Background: an optimization exercise with open tools, aiming at small area, a short achievable clock period and few clock cycles per item. Do not read the settings as production practice. Where RTL was checked, it was by simulation tests only, not by an equivalence proof against the original. Power and IR drop assume default switching activity.

==> flow/design.v <==
module fds_decoder (
    input  wire        clk,
    input  wire        rst,           
    input  wire [7:0]  cfg_q_t0,      
    input  wire [7:0]  cfg_q_t1,      
    input  wire [7:0]  cfg_q_t2,      
    input  wire [7:0]  cfg_q_t3,      
    input  wire [15:0] cfg_min_gap,   
    input  wire        in_valid,
    output wire        in_ready,
    input  wire [7:0]  in_data,
    output reg         out_valid,
    input  wire        out_ready,
    output reg  [1:0]  out_kind,
    output wire [31:0] out_data,
    output wire [31:0] out_pos
);
    localparam [1:0] K_DATA     = 2'd0;
    localparam [1:0] K_BLOCK_OK = 2'd1;
    localparam [1:0] K_BAD_CRC  = 2'd2;
    localparam [1:0] K_MISMATCH = 2'd3;
    localparam [1:0] P_TYPE = 2'd0, P_DATA = 2'd1, P_CRCLO = 2'd2, P_CRCHI = 2'd3;
    localparam [15:0] CRC_START = 16'h8080;
    function [15:0] crc_bit;
        input [15:0] reg_in;
        input        b;
        reg   [16:0] r;
        begin
            r = {b, reg_in};
            if (r[0]) r = r ^ 17'h10810;
            crc_bit = r[16:1];
        end
    endfunction
    function lt8;
        input [7:0] a;
        input [7:0] b;
        integer i;
        reg r;
        begin
            r = 1'b0;
            for (i = 0; i < 8; i = i + 1)
                r = (!a[i] && b[i]) || (!(a[i] ^ b[i]) && r);
            lt8 = r;
        end
    endfunction
    wire lt0 = lt8(in_data, cfg_q_t0);
    wire lt1 = lt8(in_data, cfg_q_t1);
    wire lt2 = lt8(in_data, cfg_q_t2);
    wire lt3 = lt8(in_data, cfg_q_t3);
    wire [1:0] sym_in = {lt0 || (!lt1 && !lt2), lt0 || (!lt1 && (lt2 || !lt3))};
    reg       q_v0;           
    reg       q_nf;           
    reg [1:0] q_s0, q_s1;     
    assign in_ready = q_nf;
    reg  end_p;               
    wire push = in_valid && q_nf;
    wire can  = !end_p && (!out_valid || out_ready);
    wire pop  = q_v0 && can;
    wire [1:0] s = q_s0;
    always @(posedge clk) begin
        if (!q_v0 || (pop && q_nf)) q_s0 <= sym_in;
        else if (pop)               q_s0 <= q_s1;
        if (q_nf)                   q_s1 <= sym_in;
        if (rst) begin
            q_v0 <= 1'b0;
            q_nf <= 1'b1;
        end else begin
            q_v0 <= push || !q_nf || (q_v0 && !pop);
            q_nf <= !((!q_nf && !pop) || (q_v0 && push && !pop));
        end
    end
    reg        in_block;
    reg        prev;          
    reg [1:0]  phase;         
    reg [2:0]  bitcnt;        
    reg [15:0] cnt;           
    reg [7:0]  sr;            
    reg [7:0]  ob;            
    reg [15:0] crc;
    reg [2:0]  exp_type;      
    reg [15:0] size;
    reg [31:0] pos;           
    reg [31:0] e_pos;         
    reg r_end;                
    reg r_mis;
    wire mismatch = r_mis;
    wire two  = prev && (s[0] ^ s[1]);
    wire b0   = prev ? (s == 2'd0) : (s == 2'd1);
    wire b1   = s[1] && !s[0];
    wire npr  = two ? b1 : b0;
    wire cnt_z = (cnt == 16'd0);
    wire cnt_1 = (cnt == 16'd1);
    wire last_bit = (phase == P_CRCHI) && (bitcnt == 3'd7);
    wire take2 = two && !last_bit;
    wire done0 = (bitcnt == 3'd7);
    wire done1 = take2 && (bitcnt == 3'd6);
    wire bdone = done0 || done1;
    wire g0 = !phase[1];
    wire g1 = done0 ? ((phase == P_TYPE && !cnt_z) || (phase == P_DATA && !cnt_1)) : !phase[1];
    wire [15:0] crc1 = crc_bit(crc, b0 & g0);
    wire [15:0] crc2 = crc_bit(crc1, b1 & g1);
    wire [15:0] crc_n = take2 ? crc2 : crc1;
    wire [7:0]  sr_n = take2 ? {b1, b0, sr[7:2]} : {b0, sr[7:1]};
    wire [7:0]  byte_n = done1 ? {b1, b0, sr[7:2]} : {b0, sr[7:1]};
    wire        mis1 = ({b1, b0, sr[7:2]} != {5'd0, exp_type});
    wire        mis0 = ({b0, sr[7:1]} != {5'd0, exp_type});
    wire        mis_n = done1 ? mis1 : mis0;
    reg [15:0] blk_cnt;
    always @* begin
        case (exp_type[1:0])
            2'd1: blk_cnt = 16'd55;
            2'd2: blk_cnt = 16'd1;
            2'd3: blk_cnt = 16'd15;
            default: blk_cnt = size;
        endcase
    end
    wire [15:0] cnt_dec = cnt - 16'd1;
    always @(posedge clk) begin
        if (pop) begin
            if (!in_block) begin
                prev   <= 1'b1;
                phase  <= P_TYPE;
                bitcnt <= 3'd0;
                crc    <= CRC_START;
                e_pos  <= pos;
                if (s == 2'd1 && cnt_z) begin
                    in_block <= 1'b1;
                    cnt      <= blk_cnt;
                end else if (s == 2'd0) begin
                    if (!cnt_z) cnt <= cnt_dec;
                end else begin
                    cnt <= cfg_min_gap;
                end
            end else begin
                prev   <= npr;
                sr     <= sr_n;
                crc    <= crc_n;
                bitcnt <= bitcnt + {1'b0, take2, !take2};
                if (bdone) begin
                    if (phase != P_CRCHI) ob <= byte_n;
                    case (phase)
                        P_TYPE: phase <= cnt_z ? P_CRCLO : P_DATA;
                        P_DATA: begin
                            cnt <= cnt_dec;
                            if (cnt_1) phase <= P_CRCLO;
                            if (!mismatch && exp_type[1:0] == 2'd3 && cnt[15:2] == 14'd0 && cnt[1])
                                size <= {byte_n, size[15:8]};
                        end
                        P_CRCLO: phase <= P_CRCHI;
                        default: begin
                            in_block <= 1'b0;
                            cnt      <= cfg_min_gap;
                            if (!mismatch)
                                exp_type <= exp_type[2] ? 3'd3 : exp_type + 3'd1;
                        end
                    endcase
                end
            end
        end
        if (rst) begin
            in_block <= 1'b0;
            cnt      <= cfg_min_gap;
            exp_type <= 3'd1;
        end
    end
    always @(posedge clk) begin
        if (rst)
            pos <= 32'd0;
        else if (pop)
            pos <= pos + 32'd1;
    end
    wire rec_n = pop && in_block && bdone &&
                 (phase == P_TYPE || (phase == P_DATA && !mismatch) ||
                  (phase == P_CRCHI && !mismatch));
    wire end_n = rec_n && (phase == P_CRCHI);
    always @(posedge clk) begin
        if (rst) begin
            out_valid <= 1'b0;
            end_p     <= 1'b0;
        end else begin
            end_p <= end_n;
            if ((rec_n && !end_n) || end_p)
                out_valid <= 1'b1;
            else if (out_ready)
                out_valid <= 1'b0;
        end
        if (rec_n) begin
            r_end <= end_n;
            r_mis <= (phase == P_TYPE) && mis_n;
            out_kind <= (phase == P_TYPE && mis_n) ? K_MISMATCH : K_DATA;
        end
        if (end_p)
            out_kind <= ({sr, ob} == crc) ? K_BLOCK_OK : K_BAD_CRC;
    end
    assign out_data[7:0]   = r_end ? crc[7:0] : ob;
    assign out_data[15:8]  = ({8{r_end}} & crc[15:8]) | ({8{r_mis}} & {5'd0, exp_type});
    assign out_data[31:16] = {16{r_end}} & {sr, ob};
    assign out_pos = e_pos;
endmodule
clock: 10.0 ns
lec_check: 0
cap_margin: 20
core_margin: 2
core_utilization: 40
cts_buf_list: sky130_fd_sc_hd__clkbuf_4 sky130_fd_sc_hd__clkbuf_8
cts_cluster_diameter: 60
cts_cluster_size: 30
slew_margin: 20
standard.sh (not shown) runs the stock make flow with config.mk's settings and CLKGATE_MAP_FILE= SYNTH_SCRIPT=/design/flow/synth_recipe.tcl, a recipe that flattens the netlist after the stock synthesis.
==> flow/flow/run.sh <==
#!/bin/bash
set -euo pipefail
bash standard.sh \
  "BUFFER_PORTS_ARGS=-buffer_cell sky130_fd_sc_hd__buf_1" \
  "SETUP_SLACK_MARGIN=${FLOW_SETUP_MARGIN:-6.5}" \
  finish > standard_finish.log 2>&1
Testbench counts at the start, summed over its fixed seeds: cycles 728,934, items 728,725.
==> next run, changes <==
--- a/flow/design.v
+++ b/flow/design.v
@@ -74,14 +74,15 @@
     reg [1:0]  phase;         
     reg [2:0]  bitcnt;        
     reg [15:0] cnt;           
-    reg [7:0]  sr;            
-    reg [7:0]  ob;            
+    reg [15:0] sr;            
     reg [15:0] crc;
-    reg [2:0]  exp_type;      
+    reg [1:0]  stage;         
     reg [15:0] size;
     reg [31:0] pos;           
     reg [31:0] e_pos;         
     reg r_end;                
+    reg r_b0;                 
+    reg r_b1;                 
     reg r_mis;
     wire mismatch = r_mis;
     wire two  = prev && (s[0] ^ s[1]);
@@ -100,17 +101,18 @@
     wire [15:0] crc1 = crc_bit(crc, b0 & g0);
     wire [15:0] crc2 = crc_bit(crc1, b1 & g1);
     wire [15:0] crc_n = take2 ? crc2 : crc1;
-    wire [7:0]  sr_n = take2 ? {b1, b0, sr[7:2]} : {b0, sr[7:1]};
-    wire [7:0]  byte_n = done1 ? {b1, b0, sr[7:2]} : {b0, sr[7:1]};
-    wire        mis1 = ({b1, b0, sr[7:2]} != {5'd0, exp_type});
-    wire        mis0 = ({b0, sr[7:1]} != {5'd0, exp_type});
+    wire [15:0] sr_n = take2 ? {b1, b0, sr[15:2]} : {b0, sr[15:1]};
+    wire [7:0]  byte_n = done1 ? {b1, b0, sr[15:10]} : {b0, sr[15:9]};
+    wire [7:0]  exp_type = {5'd0, stage == 2'd3, stage[0] ^ stage[1], !stage[0]};
+    wire        mis1 = ({b1, b0, sr[15:10]} != exp_type);
+    wire        mis0 = ({b0, sr[15:9]} != exp_type);
     wire        mis_n = done1 ? mis1 : mis0;
     reg [15:0] blk_cnt;
     always @* begin
-        case (exp_type[1:0])
-            2'd1: blk_cnt = 16'd55;
-            2'd2: blk_cnt = 16'd1;
-            2'd3: blk_cnt = 16'd15;
+        case (stage)
+            2'd0: blk_cnt = 16'd55;
+            2'd1: blk_cnt = 16'd1;
+            2'd2: blk_cnt = 16'd15;
             default: blk_cnt = size;
         endcase
     end
@@ -122,9 +124,9 @@
                 phase  <= P_TYPE;
                 bitcnt <= 3'd0;
                 crc    <= CRC_START;
-                e_pos  <= pos;
                 if (s == 2'd1 && cnt_z) begin
                     in_block <= 1'b1;
+                    e_pos    <= pos;
                     cnt      <= blk_cnt;
                 end else if (s == 2'd0) begin
                     if (!cnt_z) cnt <= cnt_dec;
@@ -137,13 +139,12 @@
                 crc    <= crc_n;
                 bitcnt <= bitcnt + {1'b0, take2, !take2};
                 if (bdone) begin
-                    if (phase != P_CRCHI) ob <= byte_n;
                     case (phase)
                         P_TYPE: phase <= cnt_z ? P_CRCLO : P_DATA;
                         P_DATA: begin
                             cnt <= cnt_dec;
                             if (cnt_1) phase <= P_CRCLO;
-                            if (!mismatch && exp_type[1:0] == 2'd3 && cnt[15:2] == 14'd0 && cnt[1])
+                            if (!mismatch && stage == 2'd2 && cnt[15:2] == 14'd0 && cnt[1])
                                 size <= {byte_n, size[15:8]};
                         end
                         P_CRCLO: phase <= P_CRCHI;
@@ -151,7 +152,7 @@
                             in_block <= 1'b0;
                             cnt      <= cfg_min_gap;
                             if (!mismatch)
-                                exp_type <= exp_type[2] ? 3'd3 : exp_type + 3'd1;
+                                stage <= (stage == 2'd3) ? 2'd2 : stage + 2'd1;
                         end
                     endcase
                 end
@@ -160,7 +161,7 @@
         if (rst) begin
             in_block <= 1'b0;
             cnt      <= cfg_min_gap;
-            exp_type <= 3'd1;
+            stage    <= 2'd0;
         end
     end
     always @(posedge clk) begin
@@ -186,14 +187,16 @@
         end
         if (rec_n) begin
             r_end <= end_n;
+            r_b0  <= !end_n && !(take2 && done0);
+            r_b1  <= !end_n && (take2 && done0);
             r_mis <= (phase == P_TYPE) && mis_n;
             out_kind <= (phase == P_TYPE && mis_n) ? K_MISMATCH : K_DATA;
         end
         if (end_p)
-            out_kind <= ({sr, ob} == crc) ? K_BLOCK_OK : K_BAD_CRC;
-    end
-    assign out_data[7:0]   = r_end ? crc[7:0] : ob;
-    assign out_data[15:8]  = ({8{r_end}} & crc[15:8]) | ({8{r_mis}} & {5'd0, exp_type});
-    assign out_data[31:16] = {16{r_end}} & {sr, ob};
+            out_kind <= (sr == crc) ? K_BLOCK_OK : K_BAD_CRC;
+    end
+    assign out_data[7:0]   = ({8{r_end}} & crc[7:0]) | ({8{r_b0}} & sr[15:8]) | ({8{r_b1}} & sr[14:7]);
+    assign out_data[15:8]  = ({8{r_end}} & crc[15:8]) | ({8{r_mis}} & exp_type);
+    assign out_data[31:16] = {16{r_end}} & sr;
     assign out_pos = e_pos;
 endmodule
Effect: Final area rose by 7.0%; area after synthesis rose by 6.8%; worst hold slack gets better by 0.045 ns; register-to-register slack gets better by 0.06 ns; total power rose by 1.1%; worst setup slack gets worse by 0.16 ns; sequential power stays flat; synthesized cell count rose by 8.9%.
The RTL of the second run of this note was laid out without a check of its function.

what the ideal ports hide:
No port has a modelled driver above. Below, the same layouts with a new extraction and two added sets of constraints.
Step 1, drivers: a clkbuf_16 drives clk and a buf_2 each remaining input, both assumed.
Step 2 also shifts input and output timing later by t, the mid clock arrival at the registers, as if the neighbouring blocks saw the same clock.
Three values: ideal ports, drivers, drivers and shift; two values: the first two.
run	t (ns)	slack for setup (ns)	clock arrival spread, ns	pins driven straight from the clock port
the first run	0.481	6.527 / 6.487 / 6.082	0.011 / 0.011	1
the second run	0.496	6.371 / 6.331 / 6.113	0.018 / 0.018	1
After both steps setup and hold are still met in every run listed. The setup slack of the first run, which loses most, moves by -0.040 ns with the drivers and by -0.445 ns with both steps.
